This is an optimization exercise on Yosys and OpenROAD, whose aim is small area, not a production implementation. The RTL was checked by simulation tests, not by an equivalence proof against the original design. Power figures rest on the tool's default switching activity, not on a simulated workload.

<file path="run.sh">
#!/bin/bash
# synth_recipe.tcl (not shown) runs the flow's synth.tcl, then flattens the netlist and writes it again
# the make line also repeats each setting of config.mk as NAME=value (left out here)
make -C /OpenROAD-flow-scripts/flow DESIGN_CONFIG=/design/flow/config.mk WORK_HOME=/design/flow/orfs CLKGATE_MAP_FILE= SYNTH_SCRIPT=/design/flow/synth_recipe.tcl finish
</file>
<file path="config.mk">
export PLATFORM = sky130hd
export DESIGN_NAME = freqres4
export DESIGN_NICKNAME = freqres4
export VERILOG_FILES = /design/flow/design.v
export SDC_FILE = /design/flow/constraint.sdc
export NUM_CORES = 4
export LEC_CHECK = 0
export CAP_MARGIN = 20
export CORE_MARGIN = 2
export CORE_UTILIZATION = 40
export SLEW_MARGIN = 20
</file>
<file path="constraint.sdc">
create_clock -name core_clock -period 15.0 [get_ports {clk}]
set_input_delay 3.0000 -clock core_clock [delete_from_list [all_inputs] [get_ports {clk}]]
set_output_delay 3.0000 -clock core_clock [all_outputs]
set_load 0.01 [all_outputs]
</file>
<file path="design.v">
module fr_tone_rom (
    input  wire [6:0]  note,
    output reg  [10:0] freq
);
    always @(*) begin
        case (note)
            7'd0: freq = 11'd44;
            7'd1: freq = 11'd157;
            7'd2: freq = 11'd263;
            7'd3: freq = 11'd363;
            7'd4: freq = 11'd457;
            7'd5: freq = 11'd547;
            7'd6: freq = 11'd631;
            7'd7: freq = 11'd711;
            7'd8: freq = 11'd786;
            7'd9: freq = 11'd856;
            7'd10: freq = 11'd923;
            7'd11: freq = 11'd986;
            7'd12: freq = 11'd1046;
            7'd13: freq = 11'd1102;
            7'd14: freq = 11'd1155;
            7'd15: freq = 11'd1205;
            7'd16: freq = 11'd1253;
            7'd17: freq = 11'd1297;
            7'd18: freq = 11'd1339;
            7'd19: freq = 11'd1379;
            7'd20: freq = 11'd1417;
            7'd21: freq = 11'd1452;
            7'd22: freq = 11'd1486;
            7'd23: freq = 11'd1517;
            7'd24: freq = 11'd1547;
            7'd25: freq = 11'd1575;
            7'd26: freq = 11'd1602;
            7'd27: freq = 11'd1627;
            7'd28: freq = 11'd1650;
            7'd29: freq = 11'd1673;
            7'd30: freq = 11'd1694;
            7'd31: freq = 11'd1714;
            7'd32: freq = 11'd1732;
            7'd33: freq = 11'd1750;
            7'd34: freq = 11'd1767;
            7'd35: freq = 11'd1783;
            7'd36: freq = 11'd1798;
            7'd37: freq = 11'd1812;
            7'd38: freq = 11'd1825;
            7'd39: freq = 11'd1837;
            7'd40: freq = 11'd1849;
            7'd41: freq = 11'd1860;
            7'd42: freq = 11'd1871;
            7'd43: freq = 11'd1881;
            7'd44: freq = 11'd1890;
            7'd45: freq = 11'd1899;
            7'd46: freq = 11'd1907;
            7'd47: freq = 11'd1915;
            7'd48: freq = 11'd1923;
            7'd49: freq = 11'd1930;
            7'd50: freq = 11'd1936;
            7'd51: freq = 11'd1943;
            7'd52: freq = 11'd1949;
            7'd53: freq = 11'd1954;
            7'd54: freq = 11'd1959;
            7'd55: freq = 11'd1964;
            7'd56: freq = 11'd1969;
            7'd57: freq = 11'd1974;
            7'd58: freq = 11'd1978;
            7'd59: freq = 11'd1982;
            7'd60: freq = 11'd1985;
            7'd61: freq = 11'd1989;
            7'd62: freq = 11'd1992;
            7'd63: freq = 11'd1995;
            7'd64: freq = 11'd1998;
            7'd65: freq = 11'd2001;
            7'd66: freq = 11'd2004;
            7'd67: freq = 11'd2006;
            7'd68: freq = 11'd2009;
            7'd69: freq = 11'd2011;
            7'd70: freq = 11'd2013;
            7'd71: freq = 11'd2015;
            default: freq = 11'd0;
        endcase
    end
endmodule
module fr_noise_rom (
    input  wire [6:0] note,
    output reg  [7:0] ctrl
);
    always @(*) begin
        case (note)
            7'd0: ctrl = 8'hD7;
            7'd1: ctrl = 8'hD6;
            7'd2: ctrl = 8'hD5;
            7'd3: ctrl = 8'hD4;
            7'd4: ctrl = 8'hC7;
            7'd5: ctrl = 8'hC6;
            7'd6: ctrl = 8'hC5;
            7'd7: ctrl = 8'hC4;
            7'd8: ctrl = 8'hB7;
            7'd9: ctrl = 8'hB6;
            7'd10: ctrl = 8'hB5;
            7'd11: ctrl = 8'hB4;
            7'd12: ctrl = 8'hA7;
            7'd13: ctrl = 8'hA6;
            7'd14: ctrl = 8'hA5;
            7'd15: ctrl = 8'hA4;
            7'd16: ctrl = 8'h97;
            7'd17: ctrl = 8'h96;
            7'd18: ctrl = 8'h95;
            7'd19: ctrl = 8'h94;
            7'd20: ctrl = 8'h87;
            7'd21: ctrl = 8'h86;
            7'd22: ctrl = 8'h85;
            7'd23: ctrl = 8'h84;
            7'd24: ctrl = 8'h77;
            7'd25: ctrl = 8'h76;
            7'd26: ctrl = 8'h75;
            7'd27: ctrl = 8'h74;
            7'd28: ctrl = 8'h67;
            7'd29: ctrl = 8'h66;
            7'd30: ctrl = 8'h65;
            7'd31: ctrl = 8'h64;
            7'd32: ctrl = 8'h57;
            7'd33: ctrl = 8'h56;
            7'd34: ctrl = 8'h55;
            7'd35: ctrl = 8'h54;
            7'd36: ctrl = 8'h47;
            7'd37: ctrl = 8'h46;
            7'd38: ctrl = 8'h45;
            7'd39: ctrl = 8'h44;
            7'd40: ctrl = 8'h37;
            7'd41: ctrl = 8'h36;
            7'd42: ctrl = 8'h35;
            7'd43: ctrl = 8'h34;
            7'd44: ctrl = 8'h27;
            7'd45: ctrl = 8'h26;
            7'd46: ctrl = 8'h25;
            7'd47: ctrl = 8'h24;
            7'd48: ctrl = 8'h17;
            7'd49: ctrl = 8'h16;
            7'd50: ctrl = 8'h15;
            7'd51: ctrl = 8'h14;
            7'd52: ctrl = 8'h07;
            7'd53: ctrl = 8'h06;
            7'd54: ctrl = 8'h05;
            7'd55: ctrl = 8'h04;
            7'd56: ctrl = 8'h03;
            7'd57: ctrl = 8'h02;
            7'd58: ctrl = 8'h01;
            7'd59: ctrl = 8'h00;
            7'd60: ctrl = 8'h00;
            7'd61: ctrl = 8'h00;
            7'd62: ctrl = 8'h00;
            7'd63: ctrl = 8'h00;
            7'd64: ctrl = 8'h00;
            7'd65: ctrl = 8'h00;
            7'd66: ctrl = 8'h00;
            7'd67: ctrl = 8'h00;
            7'd68: ctrl = 8'h00;
            7'd69: ctrl = 8'h00;
            7'd70: ctrl = 8'h00;
            7'd71: ctrl = 8'h00;
            default: ctrl = 8'h00;
        endcase
    end
endmodule
module fr_channel #(
    parameter NOISE = 0
) (
    input  wire        clk,
    input  wire        rst,
    input  wire        sel,
    input  wire [11:0] we,
    input  wire [6:0]  b_note,
    input  wire        b_has,
    input  wire [10:0] b_cur,
    input  wire [1:0]  b_mode,
    input  wire [7:0]  b_speed,
    input  wire [7:0]  b_tune,
    input  wire [3:0]  b_ax,
    input  wire [3:0]  b_ay,
    input  wire [1:0]  b_aph,
    input  wire [3:0]  b_vsp,
    input  wire [3:0]  b_vex,
    input  wire [7:0]  b_vdl,
    input  wire [7:0]  b_vcnt,
    input  wire [3:0]  b_vtm,
    input  wire [1:0]  b_vph,
    input  wire [11:0] b_ip,
    output reg  [6:0]  note,
    output wire        has,
    output wire [10:0] cur,
    output wire [1:0]  mode,
    output wire [7:0]  speed,
    output wire [7:0]  tune,
    output reg  [3:0]  ax,
    output reg  [3:0]  ay,
    output reg  [1:0]  aph,
    output wire [3:0]  vsp,
    output wire [3:0]  vex,
    output wire [7:0]  vdl,
    output wire [7:0]  vcnt,
    output wire [3:0]  vtm,
    output wire [1:0]  vph,
    output wire [11:0] ip
);
    wire [11:0] en = {12{rst}} | ({12{sel}} & we);
    always @(posedge clk) begin
        if (en[0]) note <= b_note;
        if (en[4]) begin ax <= b_ax; ay <= b_ay; end
        if (en[5]) aph <= b_aph;
    end
    generate
        if (NOISE) begin : g_noise
            assign has = 1'b0;  assign cur = 11'd0; assign mode = 2'd0;
            assign speed = 8'd0; assign tune = 8'd0; assign vsp = 4'd0;
            assign vex = 4'd0;   assign vdl = 8'd0;  assign vcnt = 8'd0;
            assign vtm = 4'd0;   assign vph = 2'd0;  assign ip = 12'd0;
        end else begin : g_tone
            reg  has_r;
            reg  [10:0] cur_r;
            reg  [1:0]  mode_r;
            reg  [7:0]  speed_r;
            reg  [7:0]  tune_r;
            reg  [3:0]  vsp_r;
            reg  [3:0]  vex_r;
            reg  [7:0]  vdl_r;
            reg  [7:0]  vcnt_r;
            reg  [3:0]  vtm_r;
            reg  [1:0]  vph_r;
            reg  [11:0] ip_r;
            always @(posedge clk) begin
                if (en[0])  has_r <= b_has;
                if (en[1])  cur_r <= b_cur;
                if (en[2])  begin mode_r <= b_mode; speed_r <= b_speed; end
                if (en[3])  tune_r <= b_tune;
                if (en[6])  begin vsp_r <= b_vsp; vex_r <= b_vex; end
                if (en[7])  vdl_r <= b_vdl;
                if (en[8])  vcnt_r <= b_vcnt;
                if (en[9])  vtm_r <= b_vtm;
                if (en[10]) vph_r <= b_vph;
                if (en[11]) ip_r <= b_ip;
            end
            assign {has, cur, mode, speed, tune, vsp, vex, vdl, vcnt, vtm, vph, ip} = {has_r, cur_r, mode_r, speed_r, tune_r, vsp_r, vex_r, vdl_r, vcnt_r, vtm_r, vph_r, ip_r};
        end
    endgenerate
endmodule
module fr_add #(
    parameter W = 8
) (
    input  wire [W-1:0] a,
    input  wire [W-1:0] b,
    input  wire         ci,
    output wire [W-1:0] s,
    output wire         co
);
    wire [W:0] c;
    assign c[0] = ci;
    genvar i;
    generate
        for (i = 0; i < W; i = i + 1) begin : g_bit
            assign s[i]   = a[i] ^ b[i] ^ c[i];
            assign c[i+1] = (a[i] & b[i]) | (a[i] & c[i]) | (b[i] & c[i]);
        end
    endgenerate
    assign co = c[W];
endmodule
module fr_carry #(
    parameter W = 8
) (
    input  wire [W-1:0] a,
    input  wire [W-1:0] b,
    input  wire         ci,
    output wire         co
);
    wire [W:0] c;
    assign c[0] = ci;
    genvar i;
    generate
        for (i = 0; i < W; i = i + 1) begin : g_bit
            assign c[i+1] = (a[i] & b[i]) | (a[i] & c[i]) | (b[i] & c[i]);
        end
    endgenerate
    assign co = c[W];
endmodule
module fr_rsum (
    input  wire [7:0] d,
    input  wire [4:0] f,
    input  wire g,
    input  wire [10:0] c,
    input  wire [10:0] b,
    input  wire [11:0] e,
    output wire [13:0] rs,
    output wire [13:0] rc
);
    wire t1 = 1'b1 ^ d[0] ^ f[0];
    wire t2 = (1'b1 & d[0]) | (1'b1 & f[0]) | (d[0] & f[0]);
    wire t3 = g ^ c[0] ^ t1;
    wire t4 = (g & c[0]) | (g & t1) | (c[0] & t1);
    wire t5 = t3 ^ b[0] ^ e[0];
    wire t6 = (t3 & b[0]) | (t3 & e[0]) | (b[0] & e[0]);
    wire t7 = d[1] ^ f[1] ^ c[1];
    wire t8 = (d[1] & f[1]) | (d[1] & c[1]) | (f[1] & c[1]);
    wire t9 = t2 ^ t4 ^ t7;
    wire t10 = (t2 & t4) | (t2 & t7) | (t4 & t7);
    wire t11 = t9 ^ b[1] ^ e[1];
    wire t12 = (t9 & b[1]) | (t9 & e[1]) | (b[1] & e[1]);
    wire t13 = d[2] ^ f[2] ^ c[2];
    wire t14 = (d[2] & f[2]) | (d[2] & c[2]) | (f[2] & c[2]);
    wire t15 = t8 ^ t13 ^ t10;
    wire t16 = (t8 & t13) | (t8 & t10) | (t13 & t10);
    wire t17 = b[2] ^ t15 ^ e[2];
    wire t18 = (b[2] & t15) | (b[2] & e[2]) | (t15 & e[2]);
    wire t19 = d[3] ^ f[3] ^ c[3];
    wire t20 = (d[3] & f[3]) | (d[3] & c[3]) | (f[3] & c[3]);
    wire t21 = t14 ^ t19 ^ b[3];
    wire t22 = (t14 & t19) | (t14 & b[3]) | (t19 & b[3]);
    wire t23 = t16 ^ e[3] ^ t21;
    wire t24 = (t16 & e[3]) | (t16 & t21) | (e[3] & t21);
    wire t25 = 1'b1 ^ d[4] ^ f[4];
    wire t26 = (1'b1 & d[4]) | (1'b1 & f[4]) | (d[4] & f[4]);
    wire t27 = c[4] ^ t25 ^ t20;
    wire t28 = (c[4] & t25) | (c[4] & t20) | (t25 & t20);
    wire t29 = t27 ^ b[4] ^ e[4];
    wire t30 = (t27 & b[4]) | (t27 & e[4]) | (b[4] & e[4]);
    wire t31 = t22 ^ t24 ^ t29;
    wire t32 = (t22 & t24) | (t22 & t29) | (t24 & t29);
    wire t33 = 1'b1 ^ d[5] ^ c[5];
    wire t34 = (1'b1 & d[5]) | (1'b1 & c[5]) | (d[5] & c[5]);
    wire t35 = t26 ^ t33 ^ t28;
    wire t36 = (t26 & t33) | (t26 & t28) | (t33 & t28);
    wire t37 = b[5] ^ t35 ^ e[5];
    wire t38 = (b[5] & t35) | (b[5] & e[5]) | (t35 & e[5]);
    wire t39 = t30 ^ t37 ^ t32;
    wire t40 = (t30 & t37) | (t30 & t32) | (t37 & t32);
    wire t41 = 1'b1 ^ d[6] ^ c[6];
    wire t42 = (1'b1 & d[6]) | (1'b1 & c[6]) | (d[6] & c[6]);
    wire t43 = t34 ^ t41 ^ b[6];
    wire t44 = (t34 & t41) | (t34 & b[6]) | (t41 & b[6]);
    wire t45 = t36 ^ e[6] ^ t43;
    wire t46 = (t36 & e[6]) | (t36 & t43) | (e[6] & t43);
    wire t47 = t38 ^ t45 ^ t40;
    wire t48 = (t38 & t45) | (t38 & t40) | (t45 & t40);
    wire t49 = d[7] ^ c[7] ^ t42;
    wire t50 = (d[7] & c[7]) | (d[7] & t42) | (c[7] & t42);
    wire t51 = t49 ^ b[7] ^ e[7];
    wire t52 = (t49 & b[7]) | (t49 & e[7]) | (b[7] & e[7]);
    wire t53 = t44 ^ t46 ^ t51;
    wire t54 = (t44 & t46) | (t44 & t51) | (t46 & t51);
    wire t55 = 1'b1 ^ c[8] ^ t50;
    wire t56 = (1'b1 & c[8]) | (1'b1 & t50) | (c[8] & t50);
    wire t57 = b[8] ^ t55 ^ e[8];
    wire t58 = (b[8] & t55) | (b[8] & e[8]) | (t55 & e[8]);
    wire t59 = t52 ^ t57 ^ t54;
    wire t60 = (t52 & t57) | (t52 & t54) | (t57 & t54);
    wire t61 = 1'b1 ^ c[9] ^ b[9];
    wire t62 = (1'b1 & c[9]) | (1'b1 & b[9]) | (c[9] & b[9]);
    wire t63 = t56 ^ e[9] ^ t61;
    wire t64 = (t56 & e[9]) | (t56 & t61) | (e[9] & t61);
    wire t65 = t58 ^ t63 ^ t60;
    wire t66 = (t58 & t63) | (t58 & t60) | (t63 & t60);
    wire t67 = 1'b1 ^ c[10] ^ b[10];
    wire t68 = (1'b1 & c[10]) | (1'b1 & b[10]) | (c[10] & b[10]);
    wire t69 = e[10] ^ t62 ^ t67;
    wire t70 = (e[10] & t62) | (e[10] & t67) | (t62 & t67);
    wire t71 = t64 ^ t69 ^ t66;
    wire t72 = (t64 & t69) | (t64 & t66) | (t69 & t66);
    wire t73 = 1'b1 ^ e[11] ^ t68;
    wire t74 = (1'b1 & e[11]) | (1'b1 & t68) | (e[11] & t68);
    wire t75 = t70 ^ t73 ^ t72;
    wire t76 = (t70 & t73) | (t70 & t72) | (t73 & t72);
    assign rs = {1'b1, t74, t75, t71, t65, t59, t48, t47, t39, t31, t18, t12, t6, t5};
    assign rc = {1'b0, t76, 1'b0, 1'b0, 1'b0, 1'b0, t53, 1'b0, 1'b0, 1'b0, t23, t17, t11, 1'b0};
endmodule
module fr_osum (
    input  wire [13:0] r,
    input  wire [13:0] q,
    input  wire [10:0] a,
    output wire [13:0] s
);
    wire t1 = r[0] ^ q[0] ^ a[0];
    wire t2 = (r[0] & q[0]) | (r[0] & a[0]) | (q[0] & a[0]);
    wire t3 = r[1] ^ q[1] ^ a[1];
    wire t4 = (r[1] & q[1]) | (r[1] & a[1]) | (q[1] & a[1]);
    wire t5 = r[2] ^ q[2] ^ a[2];
    wire t6 = (r[2] & q[2]) | (r[2] & a[2]) | (q[2] & a[2]);
    wire t7 = r[3] ^ q[3] ^ a[3];
    wire t8 = (r[3] & q[3]) | (r[3] & a[3]) | (q[3] & a[3]);
    wire t9 = r[4] ^ q[4] ^ a[4];
    wire t10 = (r[4] & q[4]) | (r[4] & a[4]) | (q[4] & a[4]);
    wire t11 = r[5] ^ q[5] ^ a[5];
    wire t12 = (r[5] & q[5]) | (r[5] & a[5]) | (q[5] & a[5]);
    wire t13 = r[6] ^ q[6] ^ a[6];
    wire t14 = (r[6] & q[6]) | (r[6] & a[6]) | (q[6] & a[6]);
    wire t15 = r[7] ^ q[7] ^ a[7];
    wire t16 = (r[7] & q[7]) | (r[7] & a[7]) | (q[7] & a[7]);
    wire t17 = r[8] ^ q[8] ^ a[8];
    wire t18 = (r[8] & q[8]) | (r[8] & a[8]) | (q[8] & a[8]);
    wire t19 = r[9] ^ q[9] ^ a[9];
    wire t20 = (r[9] & q[9]) | (r[9] & a[9]) | (q[9] & a[9]);
    wire t21 = r[10] ^ q[10] ^ a[10];
    wire t22 = (r[10] & q[10]) | (r[10] & a[10]) | (q[10] & a[10]);
    wire t23 = r[11] ^ q[11] ^ t22;
    wire t24 = (r[11] & q[11]) | (r[11] & t22) | (q[11] & t22);
    wire t25 = r[12] ^ q[12] ^ t24;
    wire t26 = (r[12] & q[12]) | (r[12] & t24) | (q[12] & t24);
    wire t27 = r[13] ^ q[13] ^ t26;
    wire t28 = (r[13] & q[13]) | (r[13] & t26) | (q[13] & t26);
    wire t29 = t2 ^ t3;
    wire t30 = t2 & t3;
    wire t31 = t4 ^ t5 ^ t30;
    wire t32 = (t4 & t5) | (t4 & t30) | (t5 & t30);
    wire t33 = t6 ^ t7 ^ t32;
    wire t34 = (t6 & t7) | (t6 & t32) | (t7 & t32);
    wire t35 = t8 ^ t9 ^ t34;
    wire t36 = (t8 & t9) | (t8 & t34) | (t9 & t34);
    wire t37 = t10 ^ t11 ^ t36;
    wire t38 = (t10 & t11) | (t10 & t36) | (t11 & t36);
    wire t39 = t12 ^ t13 ^ t38;
    wire t40 = (t12 & t13) | (t12 & t38) | (t13 & t38);
    wire t41 = t14 ^ t15 ^ t40;
    wire t42 = (t14 & t15) | (t14 & t40) | (t15 & t40);
    wire t43 = t16 ^ t17 ^ t42;
    wire t44 = (t16 & t17) | (t16 & t42) | (t17 & t42);
    wire t45 = t18 ^ t19 ^ t44;
    wire t46 = (t18 & t19) | (t18 & t44) | (t19 & t44);
    wire t47 = t20 ^ t21 ^ t46;
    wire t48 = (t20 & t21) | (t20 & t46) | (t21 & t46);
    wire t49 = t23 ^ t48;
    wire t50 = t23 & t48;
    wire t51 = t25 ^ t50;
    wire t52 = t25 & t50;
    wire t53 = t27 ^ t52;
    wire t54 = t27 & t52;
    assign s = {t53, t51, t49, t47, t45, t43, t41, t39, t37, t35, t33, t31, t29, t1};
endmodule
module freqres4 (
    input  wire        clk,
    input  wire        rst,
    input  wire [2:0]  cmd_op,
    input  wire [1:0]  cmd_ch,
    input  wire [7:0]  cmd_arg0,
    input  wire [7:0]  cmd_arg1,
    input  wire [1:0]  cmd_flags,
    output reg         out_valid,
    output reg  [1:0]  out_ch,
    output wire [10:0] out_freq
);
    localparam OP_NOTE   = 3'd1;
    localparam OP_EFFECT = 3'd2;
    localparam OP_USEINS = 3'd3;
    localparam OP_STEP   = 3'd4;
    localparam MODE_NONE  = 2'd0;
    localparam MODE_UP    = 2'd1;   
    localparam MODE_DOWN  = 2'd2;   
    localparam MODE_PORTA = 2'd3;   
    wire is_note = (cmd_op == OP_NOTE);
    wire is_eff  = (cmd_op == OP_EFFECT);
    wire is_ins  = (cmd_op == OP_USEINS);
    wire is_step = (cmd_op == OP_STEP);
    wire e08   = is_eff && (cmd_arg1 == 8'h08);
    wire e_sl  = is_eff && (cmd_arg1 == 8'h09 || cmd_arg1 == 8'h0A || cmd_arg1 == 8'h0B);
    wire e0C   = is_eff && (cmd_arg1 == 8'h0C);
    wire e0D   = is_eff && (cmd_arg1 == 8'h0D);
    wire e0E   = is_eff && (cmd_arg1 == 8'h0E);
    wire [11:0] we;
    wire [6:0]  b_note;
    wire        b_has;
    wire [10:0] b_cur;
    wire [1:0]  b_mode;
    wire [7:0]  b_speed, b_tune;
    wire [3:0]  b_ax, b_ay;
    wire [1:0]  b_aph;
    wire [3:0]  b_vsp, b_vex;
    wire [7:0]  b_vdl, b_vcnt;
    wire [3:0]  b_vtm;
    wire [1:0]  b_vph;
    wire [11:0] b_ip;
    wire [6:0]  q_note [0:3];
    wire        q_has  [0:3];
    wire [10:0] q_cur  [0:3];
    wire [1:0]  q_mode [0:3];
    wire [7:0]  q_speed[0:3];
    wire [7:0]  q_tune [0:3];
    wire [3:0]  q_ax   [0:3];
    wire [3:0]  q_ay   [0:3];
    wire [1:0]  q_aph  [0:3];
    wire [3:0]  q_vsp  [0:3];
    wire [3:0]  q_vex  [0:3];
    wire [7:0]  q_vdl  [0:3];
    wire [7:0]  q_vcnt [0:3];
    wire [3:0]  q_vtm  [0:3];
    wire [1:0]  q_vph  [0:3];
    wire [11:0] q_ip   [0:3];
    genvar c;
    generate
        for (c = 0; c < 4; c = c + 1) begin : g_ch
            fr_channel #(.NOISE(c == 3 ? 1 : 0)) u_ch (
                .clk(clk), .rst(rst), .sel(cmd_ch == c), .we(we),
                .b_note(b_note), .b_has(b_has), .b_cur(b_cur), .b_mode(b_mode),
                .b_speed(b_speed), .b_tune(b_tune), .b_ax(b_ax), .b_ay(b_ay),
                .b_aph(b_aph), .b_vsp(b_vsp), .b_vex(b_vex), .b_vdl(b_vdl),
                .b_vcnt(b_vcnt), .b_vtm(b_vtm), .b_vph(b_vph), .b_ip(b_ip),
                .note(q_note[c]), .has(q_has[c]), .cur(q_cur[c]), .mode(q_mode[c]),
                .speed(q_speed[c]), .tune(q_tune[c]), .ax(q_ax[c]), .ay(q_ay[c]),
                .aph(q_aph[c]), .vsp(q_vsp[c]), .vex(q_vex[c]), .vdl(q_vdl[c]),
                .vcnt(q_vcnt[c]), .vtm(q_vtm[c]), .vph(q_vph[c]), .ip(q_ip[c])
            );
        end
    endgenerate
    wire [3:0] chs = {cmd_ch == 2'd3, cmd_ch == 2'd2, cmd_ch == 2'd1, cmd_ch == 2'd0};
    function [11:0] rd4;
        input [3:0]  s;
        input [11:0] v0, v1, v2, v3;
        rd4 = ({12{s[0]}} & v0) | ({12{s[1]}} & v1) | ({12{s[2]}} & v2) | ({12{s[3]}} & v3);
    endfunction
    function [11:0] rd3;
        input [3:0]  s;
        input [11:0] v0, v1, v2;
        rd3 = ({12{s[0]}} & v0) | ({12{s[1]}} & v1) | ({12{s[2]}} & v2);
    endfunction
    wire [6:0]  r_note  = rd4(chs, q_note[0], q_note[1], q_note[2], q_note[3]);
    wire [3:0]  r_ax    = rd4(chs, q_ax[0], q_ax[1], q_ax[2], q_ax[3]);
    wire [3:0]  r_ay    = rd4(chs, q_ay[0], q_ay[1], q_ay[2], q_ay[3]);
    wire [1:0]  r_aph   = rd4(chs, q_aph[0], q_aph[1], q_aph[2], q_aph[3]);
    wire        r_has   = rd3(chs, q_has[0], q_has[1], q_has[2]);
    wire [10:0] r_cur   = rd3(chs, q_cur[0], q_cur[1], q_cur[2]);
    wire [1:0]  r_mode  = rd3(chs, q_mode[0], q_mode[1], q_mode[2]);
    wire [7:0]  r_speed = rd3(chs, q_speed[0], q_speed[1], q_speed[2]);
    wire [7:0]  r_tune  = rd3(chs, q_tune[0], q_tune[1], q_tune[2]);
    wire [3:0]  r_vsp   = rd3(chs, q_vsp[0], q_vsp[1], q_vsp[2]);
    wire [3:0]  r_vex   = rd3(chs, q_vex[0], q_vex[1], q_vex[2]);
    wire [7:0]  r_vdl   = rd3(chs, q_vdl[0], q_vdl[1], q_vdl[2]);
    wire [7:0]  r_vcnt  = rd3(chs, q_vcnt[0], q_vcnt[1], q_vcnt[2]);
    wire [3:0]  r_vtm   = rd3(chs, q_vtm[0], q_vtm[1], q_vtm[2]);
    wire [1:0]  r_vph   = rd3(chs, q_vph[0], q_vph[1], q_vph[2]);
    wire [11:0] r_ip    = rd3(chs, q_ip[0], q_ip[1], q_ip[2]);
    wire [6:0]  n2;
    wire [10:0] tone_a, tone_b;
    wire [7:0]  noise_b;
    fr_tone_rom  u_rom_a (.note(is_note ? cmd_arg0[6:0] : r_note), .freq(tone_a));
    fr_tone_rom  u_rom_b (.note(n2), .freq(tone_b));
    fr_noise_rom u_rom_n (.note(n2), .ctrl(noise_b));
    wire [10:0] target = {11{r_has}} & tone_a;
    wire [11:0] p_sum;
    wire        p_co;
    fr_add #(12) u_padd (.a(r_ip), .b({{4{cmd_arg1[7]}}, cmd_arg1}), .ci(1'b0), .s(p_sum), .co(p_co));
    wire        p_ovf = (r_ip[11] == cmd_arg1[7]) && (p_sum[11] != r_ip[11]);
    wire [11:0] ip_new = !cmd_flags[1] ? r_ip :
                         p_ovf ? {r_ip[11], {11{!r_ip[11]}}} : p_sum;
    wire m_po = (r_mode == MODE_PORTA);
    wire gt;   
    fr_carry #(11) u_gt (.a(target), .b(~r_cur), .ci(1'b0), .co(gt));
    wire dir_up = (r_mode == MODE_UP) || (m_po && gt);
    wire nd = !dir_up;
    wire [10:0] g_s;
    wire        g_co;
    fr_add #(11) u_gadd (.a(r_cur), .b({{3{nd}}, r_speed ^ {8{nd}}}), .ci(nd), .s(g_s), .co(g_co));
    wire g_ovf = g_co ^ nd;     
    wire g_c;                   
    fr_carry #(11) u_reach (.a(g_s), .b(~target), .ci(dir_up), .co(g_c));
    wire g_reach = g_ovf || (g_c ^ nd);
    wire g_clamp = m_po ? g_reach : g_ovf;
    wire [10:0] g_bound = m_po ? target : {11{dir_up}};
    wire [10:0] cur_new = g_clamp ? g_bound : g_s;
    wire       arp_on = (r_ax != 4'd0) || (r_ay != 4'd0);
    wire [3:0] eff_off = ({4{r_aph == 2'd1}} & r_ax) | ({4{r_aph == 2'd2}} & r_ay);
    wire [1:0] aph_next = {r_aph[0], !(r_aph[1] || r_aph[0])};
    wire [7:0] inst_arp = cmd_flags[0] ? cmd_arg0 : 8'd0;
    wire [6:0] ne;
    wire       ne_co;
    fr_add #(7) u_nadd (.a(r_note), .b({3'b000, eff_off}), .ci(1'b0), .s(ne), .co(ne_co));
    wire [7:0] ns;
    wire       ns_co;
    fr_add #(8) u_nadd2 (.a({1'b0, ne}), .b({!inst_arp[7], inst_arp[6:0]}), .ci(1'b0), .s(ns), .co(ns_co));
    wire n_neg = !ns_co && !ns[7];                                    
    wire n_big = ns_co || (ns[7] && ns[6] && (ns[5] || ns[4] || ns[3]));  
    assign n2 = n_neg ? 7'd0 : n_big ? 7'd71 : ns[6:0];
    wire vib_on  = (r_vsp != 4'd0) && (r_vex != 4'd0);
    wire vcnt0   = (r_vcnt == 8'd0);
    wire vib_act = vib_on && vcnt0;
    wire v_pos = vib_act && (r_vph == 2'd1);
    wire v_neg = vib_act && (r_vph == 2'd3);
    wire [4:0] vib_f = {!v_neg, ({4{v_pos}} & r_vex) | ({4{v_neg}} & ~r_vex)};
    wire [3:0] vtm_inc;
    wire       vtm_co;
    fr_add #(4) u_vtm (.a(r_vtm), .b(4'd0), .ci(1'b1), .s(vtm_inc), .co(vtm_co));
    wire vwrap = (vtm_inc == r_vsp);
    wire [7:0] vcnt_dec;
    wire       vcnt_co;
    fr_add #(8) u_vcnt (.a(r_vcnt), .b(8'hFF), .ci(1'b0), .s(vcnt_dec), .co(vcnt_co));
    wire [13:0] rs_s, rs_c;
    fr_rsum u_rsum (.b(tone_b), .c(~tone_a), .d(r_tune),
                    .e({!ip_new[11], ip_new[10:0]}), .f(vib_f), .g(v_neg), .rs(rs_s), .rc(rs_c));
    wire porta_hold = m_po && cmd_flags[0];
    assign we[0]  = is_note;
    assign we[1]  = is_step || (is_note && !porta_hold);
    assign we[2]  = e_sl;
    assign we[3]  = e0E;
    assign we[4]  = e08;
    assign we[5]  = is_note || e08 || (is_step && arp_on);
    assign we[6]  = e0C;
    assign we[7]  = e0D;
    assign we[8]  = is_note || (is_step && vib_on && !vcnt0);
    assign we[9]  = is_note || e0C || (is_step && vib_act);
    assign we[10] = is_note || e0C || (is_step && vib_act && vwrap);
    assign we[11] = is_ins || (is_step && cmd_flags[1]);
    wire [7:0] a0 = {8{!rst}} & cmd_arg0;
    assign b_note  = a0[6:0];
    assign b_has   = !rst;
    assign b_cur   = {11{!rst}} & (is_note ? tone_a : cur_new);
    assign b_mode  = {2{!rst && cmd_arg0 != 8'd0}} & cmd_arg1[1:0];
    assign b_speed = a0;
    assign b_tune  = {rst || cmd_arg0[7], a0[6:0]};   
    assign b_ax    = a0[7:4];
    assign b_ay    = a0[3:0];
    assign b_aph   = {2{!rst && is_step}} & aph_next;
    assign b_vsp   = a0[7:4];
    assign b_vex   = a0[3:0];
    assign b_vdl   = a0;
    assign b_vcnt  = {8{!rst}} & (is_note ? r_vdl : vcnt_dec);
    assign b_vtm   = {4{!rst && is_step && !vwrap}} & vtm_inc;
    assign b_vph   = {2{!rst && is_step}} & (r_vph + 2'd1);
    assign b_ip    = {12{!rst && is_step}} & ip_new;
    reg [13:0] ro_s, ro_c;
    always @(posedge clk) begin
        out_valid <= !rst && is_step;
        out_ch    <= cmd_ch;
        ro_s      <= chs[3] ? {6'd0, noise_b} : rs_s;
        ro_c      <= {14{!chs[3]}} & rs_c;
    end
    wire [3:0] ochs = {out_ch == 2'd3, out_ch == 2'd2, out_ch == 2'd1, out_ch == 2'd0};
    wire [10:0] o_cur = rd3(ochs, q_cur[0], q_cur[1], q_cur[2]);
    wire [13:0] f_sum;
    fr_osum u_osum (.r(ro_s), .q(ro_c), .a(o_cur), .s(f_sum));
    assign out_freq = f_sum[13] ? 11'd0 :
                      (f_sum[12] || f_sum[11]) ? 11'd2047 : f_sum[10:0];
endmodule
</file>
==> impl_metrics.toml, run 1 <==
[floorplanning]
dieArea_mm2 = 0.0495
core_region_area_mm2 = 0.0474
io_pins = 39
rows = 80
die_x_um = 222
die_y_um = 222
initial_core_util = 0.402

[synthesis]
ys_top_cells_by_area = "edfxtp_1 (45%), fa_1 (7.8%), mux2i_1 (5.0%)"
synth-edff-count = 284
synth_top_cell_by_area = "edfxtp_1"
synth_common_cells = "edfxtp_1 (284), nor2_1 (180), nand2_1 (134)"
synth_most_common_cell = "edfxtp_1"
yosysWarnings = 5
synth_nets = 1879
synth_seq_cells = 306
syn_area_per_cell_um2 = 11.0
synth_ff_type = "edfxtp_1"
yosysUniqueCellTypes = 103
netlist_area_mm2 = 0.0191
synth.top_cell.area_share = 0.447
synthArstFlopShare = 0
yosysSeqAreaShare = 0.470
synth_cells = 1728

[setup_path]
cp-start-kind = "input port"
crit_path_frequent_cell = "fa_1"
path_max_fanout = 18
crit_arrival_ps = 14000
max_stage_delay_ps = 730
worstPathRequired_ps = 15230
slowest_stage = "clkdlybuf4s50_1"
critical_path_class = "in2reg"
r2r_slack_ps = 4170
cp_top_family = "adder cells"
cp.buffers_inverters = 8
crit_path_end_kind = "flop"

[placement]
place_area_mm2 = 0.0201
post-place-ws_ps = 1050
dp.cells = 2322
gp_congestion = 0.946
hpwl_um = 39200
portBuffers = 38

[grt]
grt_pass1_vias = 13747
antenna_found_initial = 0
grt_pass1_wl_um = 84000
grt_use_total = 0.222
grt_max_degree = 55
gr-total-overflow = 0

[routing]
routed_via_density = 5.92
drc = 0
drtPass1Iterations = 5
routed_wl_um = 55100
antenna_left = 0
via_count = 14087
wire_per_inst_um = 23.1
first_iter_violations = 1512

[sta]
tightest_slew_ps = 1040
hold_violations = 0
tns_ps = 0
slew_headroom = 0.301
worst_slack_ps = 1230
fmax_mhz = 72.6
maxSlewViolCount = 0
min_period_ps = 13770
clock_skew_ps = 7.41
fin_crit_sh = 0.918
setup_viol = 0
rsz0062_at_grt = "no"

[cells_and_area]
final_area_mm2 = 0.0211
n_fill_cell = 4414
n_antenna_cell = 0
multi_input_area_mm2 = 0.00922
final_cells = 2381
nets = 1895
finish.utilization = 0.446
area.sequential_mm2 = 0.00897
syn_to_final_growth_pct = 10.8
drive_gt1_frac = 0.0929

[run_status]
status = "finished clean"

[clock_tree]
cts_resized = 0
cts_buffers = 35
cts_num_sinks = 306
htree_levels = 2
cts_setup_buffers = 0
cts-hold-fix-buffers = 0
root_buffer = "clkbuf_16"
clk_path_buf_depth = 3
worstSkewPairLatency_ps = 540
clk_pin_slew_ps = 60
cts_tree = "done"

[job]
cap_viol_max_count = 0

[power]
power.density_mw_per_mm2 = 173
p_leak_uw = 0.00792
vdd_drop_max_mv = 0.0742

[worst_hold_path]
hp-class = "reg2reg"
==> power breakdown <==
part / leakage, uW / internal, uW / switching [uW]
Combinational: 0.00441 / 683 / 1100
Sequential: 0.00300 / 1060 / 36.0
Clock: 0.000507 / 453 / 331
Total: 0.00792 / 2200 / 1470
==> cells by family (layout without fill, tap and decap cells) <==
group | count (synthesis) | after routing | share of synthesized area
xor+xnor | 23 | 23 | 0.0106
simple gates | 501 | 501 | 0.124
flops | 306 | 306 | 0.470
buf+inv | 215 | 253 | 0.0479
fa+ha+maj | 126 | 126 | 0.112
mux | 125 | 125 | 0.0806
compound gates | 432 | 432 | 0.155
==> final cells by class <==
cell class                 count  share of cell area
clock buffer                  40              0.0433
clock inverter                19             0.00586
inverter                     106              0.0188
multi-input combinational   1207               0.436
sequential                   306               0.424
tap                          615              0.0364
timing repair buffer          88              0.0357
==> sequential cells by signal, summed over array words and instances, names as in the netlist <==
| name | flops |
|---|---|
| g_ch.u_ch.g_tone.vex_r | 12 |
| out_ch | 2 |
| g_ch.u_ch.g_tone.vcnt_r | 24 |
| g_ch.u_ch.g_tone.tune_r | 24 |
| ro_s | 14 |
| g_ch.u_ch.g_tone.vsp_r | 12 |
| g_ch.u_ch.g_tone.has_r | 3 |
| g_ch.u_ch.g_tone.mode_r | 6 |
| g_ch.u_ch.note | 28 |
| g_ch.u_ch.g_tone.cur_r | 33 |
| out_valid | 1 |
| g_ch.u_ch.ay | 16 |
| g_ch.u_ch.g_tone.ip_r | 36 |
| g_ch.u_ch.g_tone.speed_r | 24 |
| g_ch.u_ch.g_tone.vdl_r | 24 |
| g_ch.u_ch.aph | 8 |
| g_ch.u_ch.ax | 16 |
| g_ch.u_ch.g_tone.vtm_r | 12 |
| g_ch.u_ch.g_tone.vph_r | 6 |
| ro_c | 5 |
==> stage by stage <==
stage	hold slack [ps]	total power, uW
2_1_floorplan	706	2340
5_1_grt	877	3930
3_3_place_gp	773	2870
4_1_cts	806	3670
6_report	791	3670
3_5_place_dp	800	2880
==> routing by layer <==
metal,part of all wire,routed length (um),global-route usage,vias to the layer above
met1,0.44,24100,0.306,6981
met2,0.45,24900,0.347,576
met3,0.071,3900,0.0436,125
li1,-,-,-,6405
met5,0,0,0,-
met4,0.040,2190,0.0892,0
==> cell usage in the layout, fill, tap and decap left out, types with 7 or more instances in the layout <==
| cell | netlist | routed |
|---|---|---|
| o31ai_1 | 18 | 18 |
| a21oi_1 | 99 | 99 |
| nor2_1 | 180 | 180 |
| clkinv_1 | 2 | 13 |
| nor2b_1 | 21 | 19 |
| a21o_1 | 8 | 8 |
| o22ai_1 | 11 | 11 |
| edfxtp_1 | 284 | 284 |
| o211ai_1 | 17 | 17 |
| a221oi_1 | 8 | 8 |
| mux2i_1 | 95 | 95 |
| nand3b_1 | 7 | 7 |
| xnor2_1 | 19 | 19 |
| or2_2 | 10 | 10 |
| o2111ai_1 | 7 | 7 |
| a211oi_1 | 27 | 27 |
| and2_1 | 32 | 32 |
| a31oi_1 | 16 | 16 |
| clkdlybuf4s50_1 | 0 | 36 |
| inv_1 | 104 | 104 |
| nand3_1 | 24 | 24 |
| clkbuf_16 | 0 | 36 |
| ha_1 | 52 | 52 |
| mux4_2 | 20 | 20 |
| nand2_1 | 134 | 134 |
| nor4_1 | 10 | 10 |
| nand2b_1 | 14 | 14 |
| o21ai_1 | 9 | 16 |
| nor3_1 | 27 | 27 |
| o2bb2ai_1 | 9 | 9 |
| dfxtp_1 | 22 | 22 |
| buf_4 | 3 | 51 |
| fa_1 | 74 | 74 |
| o21ai_0 | 102 | 95 |
==> worst reg2reg max path: cells and delay by family (launching register included) <==
| family | cells | cell delay [ps] |
|---|---|---|
| mux | 2 | 690 |
| xor+xnor | 1 | 530 |
| flops | 1 | 400 |
| compound gates | 12 | 3570 |
| simple gates | 2 | 150 |
| buf+inv | 7 | 1000 |
| fa+ha+maj | 11 | 4180 |
==> worst paths after layout <==
kind / from / endpoint / cells past startpoint
setup / recovery: cmd_op[0] / g_ch[2].u_ch.g_tone.cur_r[9] / 36
hold / removal: g_ch[2].u_ch.g_tone.vtm_r[0] / g_ch[1].u_ch.g_tone.vtm_r[0] / 3
setup reg to reg: g_ch[2].u_ch.note[0] / g_ch[2].u_ch.g_tone.cur_r[9] / 35
hold reg to reg: g_ch[2].u_ch.g_tone.vtm_r[0] / g_ch[1].u_ch.g_tone.vtm_r[0] / 3
==> run 2, diff against run 1 <==
==> flow/run.sh (new file) <==
#!/bin/bash
# The standard layout (standard.sh), with the synthesis script replaced by
# flow/area_synth.tcl: the same synthesis, but ABC maps for area.
set -euo pipefail
W=$PWD
sed "s#SYNTH_SCRIPT=[^ ]*#SYNTH_SCRIPT=$W/flow/area_synth.tcl#" standard.sh > area_standard.sh
grep -q "SYNTH_SCRIPT=$W/flow/area_synth.tcl" area_standard.sh
bash area_standard.sh > layout.log 2>&1
==> flow/abc_area.script (new file) <==
strash; dch -f; map -a; topo; stime -c; buffer -c; upsize -c; dnsize -c
==> flow/area_synth.tcl (new file) <==
# The standard synthesis (synth_recipe.tcl in the work folder), except that
# ABC maps the combinational logic with an area-oriented script. Flip-flops are
# mapped before ABC runs, so the registers are the standard synthesis's.
set area_flow_dir [file dirname [file normalize [info script]]]
set ::area_abc_script [file join $area_flow_dir abc_area.script]
proc abc {args} {
  set i [lsearch -exact $args -script]
  if { $i >= 0 } {
    lset args [expr { $i + 1 }] $::area_abc_script
  }
  yosys abc {*}$args
}
source [file join [file dirname $area_flow_dir] synth_recipe.tcl]
==> standard.sh (new file) <==
#!/bin/bash
# synth_recipe.tcl (not shown) runs the flow's synth.tcl, then flattens the netlist and writes it again
# the make line also repeats each setting of config.mk as NAME=value (left out here)
make -C /OpenROAD-flow-scripts/flow DESIGN_CONFIG=/design/flow/config.mk WORK_HOME=/design/flow/orfs CLKGATE_MAP_FILE= SYNTH_SCRIPT=/design/flow/synth_recipe.tcl "${@:-finish}"
--- a/config.mk
+++ b/config.mk
@@ -6,6 +6,7 @@
 export NUM_CORES = 4
 export LEC_CHECK = 0
+export ABC_AREA = 1
 export CAP_MARGIN = 20
 export CORE_MARGIN = 2
-export CORE_UTILIZATION = 40
+export CORE_UTILIZATION = 60
 export SLEW_MARGIN = 20
removed: run.sh
==> run 2 against run 1 <==
  * Synthesized cell count is 6.0% lower
  * Sequential share of layout area up 4.8 points
  * Utilization is 23 points higher
  * Via count fell by 8.3%
  * Clock skew rose by 38 ps
  * Critical path depth increased by 10
  * Clock-buffer cell count is 2 higher
  * Clock power down 3.3%
  * Register-to-register slack improved by 430 ps
  * Global-route usage up 8.8 points
  * Die area is 40% lower
  * Synthesized area fell by 10%
  * Critical endpoint is now g_ch[1].u_ch.g_tone.cur_r[0]
==> impl_metrics.toml, run 2 <==
[power]
power.total_uw = 3320
vdd_drop_max_mv = 0.125
power.density_mw_per_mm2 = 175
p_leak_uw = 0.00749

[setup_path]
crit_path_end_kind = "flop"
slowest_stage = "nor2_4"
cp.buffers_inverters = 9
reg2reg_depth = 44
crit_arrival_ps = 13870
worstPathRequired_ps = 15310
critical_path_class = "in2reg"
worstSetupPathDepth = 46
path_max_fanout = 30
crit_path_frequent_cell = "fa_1"
cp_top_family = "adder cells"
cp-start-kind = "input port"
max_stage_delay_ps = 690

[clock_tree]
cts-hold-fix-buffers = 0
cts_setup_buffers = 0
cts_tree = "done"
clk_pin_slew_ps = 60
clk_path_buf_depth = 3
htree_levels = 1
cts_num_sinks = 306
cts_resized = 0
worstSkewPairLatency_ps = 590
root_buffer = "clkbuf_16"
cts_buffers = 30

[routing]
drtPass1Iterations = 6
routed_wl_um = 46400
antenna_left = 0
via_count = 12923
drc = 0
first_iter_violations = 1748
wire_per_inst_um = 22.4
routed_via_density = 6.25

[placement]
gp_congestion = 0.971
portBuffers = 38
hpwl_um = 33400
dp.cells = 2010

[synthesis]
synth_most_common_cell = "edfxtp_1"
synth_common_cells = "edfxtp_1 (284), nand2_1 (198), inv_1 (191)"
synth_nets = 1775
synth_top_cell_by_area = "edfxtp_1"
synthAdderAreaFrac = 0.127
synth_top_family_by_area = "compound AO/OA/AOI/OAI gates"
synth-edff-count = 284
synthArstFlopShare = 0
synth_cells = 1624
synth_ff_type = "edfxtp_1"
ys_top_cells_by_area = "edfxtp_1 (50%), fa_1 (8.7%), nand2_1 (4.4%)"
synth.top_cell.area_share = 0.499
yosys.area_share.xor_xnor = 0.00872
yosys.area_share.simple = 0.107
synth_seq_cells = 306
yosysWarnings = 5
netlist_area_mm2 = 0.0171
synth_compound_gate_area_share = 0.169
muxShareOfSynthArea = 0
syn_area_per_cell_um2 = 10.5
yosysSeqAreaShare = 0.525
yosysUniqueCellTypes = 60

[sta]
tightest_slew_ps = 1030
fmax_mhz = 73.7
setup_viol = 0
fin_crit_sh = 0.904
tns_ps = 0
maxSlewViolCount = 0
hold_violations = 0
holdWs_ps = 747
slew_headroom = 0.315
clock_skew_ps = 45.4
rsz0062_at_grt = "no"
min_period_ps = 13560

[floorplanning]
dieArea_mm2 = 0.0298
io_pins = 39
core_region_area_mm2 = 0.0279
initial_core_util = 0.612
die_y_um = 173
rows = 61
die_x_um = 173

[grt]
gr-total-overflow = 0
antenna_found_initial = 1
grt_max_degree = 51
top_usage_layer = "met2"
grtUsageMet3 = 0.0409
grt_pass1_wl_um = 71600
grt_use_total = 0.311
met2_usage = 0.502
grtUsageMet1 = 0.443
grt_pass1_vias = 12320

[worst_hold_path]
hp-class = "reg2reg"
worstHoldPathCells = 2

[cells_and_area]
layout_common_cells = "edfxtp_1 (284), nand2_1 (198), inv_1 (191)"
reg_top3 = "g_ch.u_ch.g_tone.ip_r x36, g_ch.u_ch.g_tone.cur_r x33, g_ch.u_ch.note x28"
final_cells = 2067
largest_reg_flops = 36
drive_gt1_frac = 0.0758
syn_to_final_growth_pct = 11.1
nets = 1815
final_common_cell = "edfxtp_1"
top_register = "g_ch.u_ch.g_tone.ip_r"

[run_status]
status = "finished clean"

[job]
cap_viol_max_count = 0
-- run 2: changes by cell type after synthesis, sizes merged, moves of 17 or more --
cell / previous run / this run
a211oi: 29 / 10
a22o: 3 / 20
a22oi: 6 / 90
and2: 33 / 9
buf: 46 / 24
inv: 104 / 201
mux2i: 97 / 0
mux4: 20 / 0
nand2: 134 / 201
nor2b: 21 / 0
o21ai: 112 / 136
o31ai: 20 / 3
-- run 2: stage by stage --
stage | setup WS, ps | instance area [um^2] | utilization
2_1_floorplan | 2250 | 17100 | -
3_3_place_gp | 1040 | 18000 | 0.643
3_5_place_dp | 1010 | 18000 | 0.643
4_1_cts | 1550 | 19000 | 0.680
5_1_grt | 716 | 19000 | 0.680
6_report | 1440 | 19000 | 0.680
-- run 2: where the power goes --
part / switching (uW) / total [uW] / internal, uW
Sequential: 34.4 / 1090 / 1060
Combinational: 946 / 1470 / 528
Clock: 312 / 757 / 445
-- run 2: layout make-up --
class                           instances  area (um^2)
Antenna cell                            1         2.50
Multi-Input combinational cell       1040         7070
Sequential cell                       306         8970
Clock buffer                           42          847
Inverter                              207          777
Tap cell                              378          473
Clock inverter                         14          163
Fill cell                            2134         8950
Timing Repair Buffer                   79          688
-- run 2: cells by family after synthesis --
group / count (synthesis)
xor+xnor: 17
simple gates: 442
fa+ha+maj: 130
flops: 306
buf+inv: 278
compound gates: 451
-- run 2: worst reg2reg max path: cells and delay by family (launching register included) --
kind,cells,cell delay [ps]
AO/OA/AOI/OAI,16,3110
XOR/XNOR,1,300
adder cells (fa/ha/maj),10,3750
buffers and inverters,8,1030
flip-flops,1,360
AND/OR/NAND/NOR,9,1560
-- run 2: path summary, 6_finish.rpt --
| path | startpoint | to | slack [ps] |
|---|---|---|---|
| worst max-delay path | cmd_ch[1] | g_ch[1].u_ch.g_tone.cur_r[0] | 1440 |
| worst min-delay path | g_ch[1].u_ch.g_tone.vdl_r[0] | g_ch[2].u_ch.g_tone.vcnt_r[0] | 750 |
| worst max register to register | g_ch[0].u_ch.note[0] | g_ch[1].u_ch.g_tone.cur_r[0] | 4600 |
| worst min register to register | g_ch[1].u_ch.g_tone.vdl_r[0] | g_ch[2].u_ch.g_tone.vcnt_r[0] | 750 |
-- run 2: routing by layer --
layer  share of wire  routed length (um)  up-vias
met5               0                   0        -
met2            0.47               21900      677
met1            0.41               18900     6295
met3           0.083                3870      135
li1                -                   -     5816
met4           0.037                1720        0

static timing again, ports no longer ideal:
How much do the figures lean on ideal ports? The routed layouts below were timed once more, with nothing changed but the port constraints.
Step 1, drivers: a clkbuf_16 drives clk and a buf_2 each remaining input, both assumed.
Step 2 times the ports against the registers' clock, not the clock port: input delays grow and output delays shrink by t, the midpoint of the rising clock arrivals with the driver on.
Slacks: no drivers / after step 1 / after step 2; pairs: no drivers / after step 1.
| run | shift t [ns] | setup WS [ns] | worst hold slack (ns) |
|---|---|---|---|
| run 1 | 0.601 | 1.234 / 1.232 / 0.631 | 0.791 / 0.791 / 0.791 |
| run 2 | 0.619 | 1.438 / 1.467 / 0.849 | 0.747 / 0.747 / 0.747 |
After both steps every run listed still meets setup and hold. For run 1, which loses most, drivers alone change the setup slack by -0.002 ns; drivers and shift together by -0.603 ns.
